This design comes from an exercise in tuning for small area on the open sky130 flow, not from production work. Power and IR drop assume default switching activity.

// ledcube_engine
module ledcube_engine (
    input             clk,
    input             rst,
    input      [1:0]  cfg_rot,
    input             cfg_inv,
    input             in_valid,
    input      [63:0] in_data,
    input             close,
    output reg [14:0] lines,
    output reg        done
);
    reg [63:0] w [0:6];
    reg [63:0] p [0:7];
    reg [63:0] c [0:7];
    reg [2:0]  beat;
    reg        closed;
    reg        p_valid;
    reg [2:0]  p_base;
    wire accept = in_valid && !closed;
    wire p_load = accept && (beat == 3'd7);
    reg [3:0] k;         
    reg [3:0] s;         
    reg [2:0] layer;
    integer i;
    always @(posedge clk) begin
        if (accept) begin
            for (i = 0; i < 6; i = i + 1)
                w[i] <= w[i + 1];
            w[6] <= in_data;
        end
    end
    always @(posedge clk) begin
        if (p_load) begin
            for (i = 0; i < 7; i = i + 1)
                p[i] <= w[i];
            p[7] <= in_data;
        end else begin
            for (i = 0; i < 7; i = i + 1)
                p[i] <= p[i + 1];
            p[7] <= p[0];
        end
    end
    always @(posedge clk) begin
        if (rst) begin
            beat    <= 3'd0;
            closed  <= 1'b0;
            p_valid <= 1'b0;
        end else begin
            if (close)
                closed <= 1'b1;
            if (accept)
                beat <= beat + 3'd1;
            if (p_load) begin
                p_valid <= 1'b1;
                p_base  <= k[2:0] + 3'd1;
            end
        end
    end
    reg        xact;      
    reg [2:0]  xcnt;
    reg        c_valid;   
    reg        c_is_p;    
    reg [2:0]  c_base;
    always @(posedge clk) begin
        for (i = 0; i < 7; i = i + 1)
            c[i] <= c[i + 1];
        c[7] <= xact ? p[0] : c[0];
    end
    wire row_slot  = !s[3];
    wire [2:0] row = s[2:0];
    wire at_end    = (layer == 3'd7) && (s == 4'd9) && (k == 4'd6);
    wire release_now = at_end && closed && (c_is_p || !p_valid);
    always @(posedge clk) begin
        if (rst) begin
            xact    <= 1'b0;
            xcnt    <= 3'd0;
            c_valid <= 1'b0;
            c_is_p  <= 1'b0;
        end else begin
  ...
Settings: LEC_CHECK=0, CAP_MARGIN=20, CELL_PAD_IN_SITES_DETAIL_PLACEMENT=2, CELL_PAD_IN_SITES_GLOBAL_PLACEMENT=2, CORE_MARGIN=2, CORE_UTILIZATION=30, CTS_BUF_LIST=sky130_fd_sc_hd__clkbuf_4, PLACE_DENSITY=0.45, SLEW_MARGIN=20; clock period 10.0 ns.
run.sh (not shown) runs the stock make flow with config.mk's settings and CLKGATE_MAP_FILE= SYNTH_SCRIPT=/design/flow/synth_recipe.tcl, a recipe that flattens the netlist after the stock synthesis.
==> next run, changes <==
Settings changed: CTS_BUF_LIST sky130_fd_sc_hd__clkbuf_4 to not set.
Outcome: The changed run passed the timing, design-rule and antenna checks. Non-clock buffer count does not change. Worst hold slack gets better by 0.062 ns. Design area increases by 1.0%. Clock skew decreases by 0.065 ns. Via count decreases by 6.0%. Combinational power stays flat. Die area is unchanged. Flip-flop and latch count does not change. Synthesized area is unchanged.
No run of this note included a check of the RTL's function; only the layout flow was run.

========
== run A ==
ledcube_engine, a different RTL version from the one above (not shown whole).
Size: roughly 1500 flip-flops, ~87 I/O pins.
Settings: LEC_CHECK=0, ABC_AREA=1, CAP_MARGIN=20, CELL_PAD_IN_SITES_DETAIL_PLACEMENT=1, CELL_PAD_IN_SITES_GLOBAL_PLACEMENT=1, CORE_MARGIN=2, CORE_UTILIZATION=50, CTS_BUF_LIST=sky130_fd_sc_hd__clkbuf_4, CTS_CLUSTER_DIAMETER=40, CTS_CLUSTER_SIZE=10, PLACE_DENSITY=0.6, SLEW_MARGIN=20; clock period 10.0 ns.
Setup changes, run A to run B
==> flow/flow/run.sh (new file) <==
#!/bin/bash
set -e
export CTS_ARGS="-sink_clustering_enable -repair_clock_nets -dont_use_dummy_load -buf_list sky130_fd_sc_hd__clkbuf_4 -sink_clustering_size 10 -sink_clustering_max_diameter 40"
export BUFFER_PORTS_ARGS="-buffer_cell sky130_fd_sc_hd__buf_1"
bash standard.sh > standard.log 2>&1
==> flow/standard.sh (new file) <==
#!/bin/bash
# synth_recipe.tcl (not shown) runs the flow's synth.tcl, then flattens the netlist and writes it again
# the make line also repeats each setting of config.mk as NAME=value (left out here)
make -C /OpenROAD-flow-scripts/flow DESIGN_CONFIG=/design/flow/config.mk WORK_HOME=/design/flow/orfs CLKGATE_MAP_FILE= SYNTH_SCRIPT=/design/flow/synth_recipe.tcl "${@:-finish}"
removed: flow/run.sh
## What came out
Area overhead of the layout relative to synthesis: run B lower than run A
Relative to run A, wire length has decreased by 2.5% in run B.
Sequential share of layout area: run B > run A
Run A → run B: setup slack of the critical path after layout saw an increase; post-layout total power decreased 7.5%.
Looking at clock network power share across run A and run B, the one that comes out lower is run B.
In the metrics for run A and run B, the one carrying the lower final core area utilization is run B.
Edits applied to the flow inputs when going from run B to run C:
# run B
export LEC_CHECK = 0
export ABC_AREA = 1
export CAP_MARGIN = 20
export CELL_PAD_IN_SITES_DETAIL_PLACEMENT = 1
export CELL_PAD_IN_SITES_GLOBAL_PLACEMENT = 1
export CORE_MARGIN = 2
export CORE_UTILIZATION = 50
export CTS_BUF_LIST = sky130_fd_sc_hd__clkbuf_4
export CTS_CLUSTER_DIAMETER = 40
export CTS_CLUSTER_SIZE = 10
export PLACE_DENSITY = 0.6
export SLEW_MARGIN = 20
create_clock -name core_clock -period 10.0 [get_ports {clk}]
# run C
export LEC_CHECK = 0
export ABC_AREA = 1
export CAP_MARGIN = 20
export CELL_PAD_IN_SITES_DETAIL_PLACEMENT = 1
export CELL_PAD_IN_SITES_GLOBAL_PLACEMENT = 1
export CORE_MARGIN = 2
export CORE_UTILIZATION = 50
export CTS_BUF_LIST = sky130_fd_sc_hd__clkbuf_8
export CTS_CLUSTER_DIAMETER = 50
export CTS_CLUSTER_SIZE = 18
export PLACE_DENSITY = 0.6
export SLEW_MARGIN = 20
create_clock -name core_clock -period 10.0 [get_ports {clk}]
==> flow/run.sh (new file) <==
#!/bin/bash
# synth_recipe.tcl (not shown) runs the flow's synth.tcl, then flattens the netlist and writes it again
# the make line also repeats each setting of config.mk as NAME=value (left out here)
make -C /OpenROAD-flow-scripts/flow DESIGN_CONFIG=/design/flow/config.mk WORK_HOME=/design/flow/orfs CLKGATE_MAP_FILE= SYNTH_SCRIPT=/design/flow/synth_recipe.tcl finish
removed: flow/flow/run.sh
removed: flow/standard.sh
==> comparison <==
Run C completed every stage of the flow, and the final layout passed the timing, design-rule and antenna checks.
For basic-gate share of the synthesized area counting and, or, nand and nor cells, run C and run B come out practically identical.
Diff run B -> run C | met2 track demand over resource in global routing | increase of 1.1 points
Compared with run B, in run C total power higher; power per unit of standard cell area higher; total global routing overflow roughly the same.
Function was not checked in any run of this note: the RTL went through the layout flow alone.

==> separate check: timing with driven ports <==
How much do the figures lean on ideal ports? The routed layouts below were timed once more, with nothing changed but the port constraints.
Step 1, drivers: a clkbuf_16 drives clk and a buf_2 each remaining input, both assumed.
Step 2 adds t to the input delays and takes it off the output delays; t is the mean of the earliest and latest rising clock arrival at the registers after step 1. Input paths then give back, and output paths get back, about the clock's delay inside the block.
Three values: no drivers, after step 1, after step 2; two values: the first two.
run	t (ns)	slack for setup (ns)	worst data-port slew with drivers (ns)
the first run of note 1	1.255	5.157 / 5.193 / 3.938	0.12
the second run of note 1	0.833	4.647 / 4.688 / 3.855	0.13
run A	1.122	5.280 / 5.316 / 4.195	0.12
run B	1.043	5.530 / 5.565 / 4.522	0.11
run C	0.843	4.988 / 5.022 / 4.179	0.11
After both steps setup and hold are still met in every run listed. The setup slack of the first run of note 1, which loses most, moves by +0.036 ns with the drivers and by -1.219 ns with both steps.
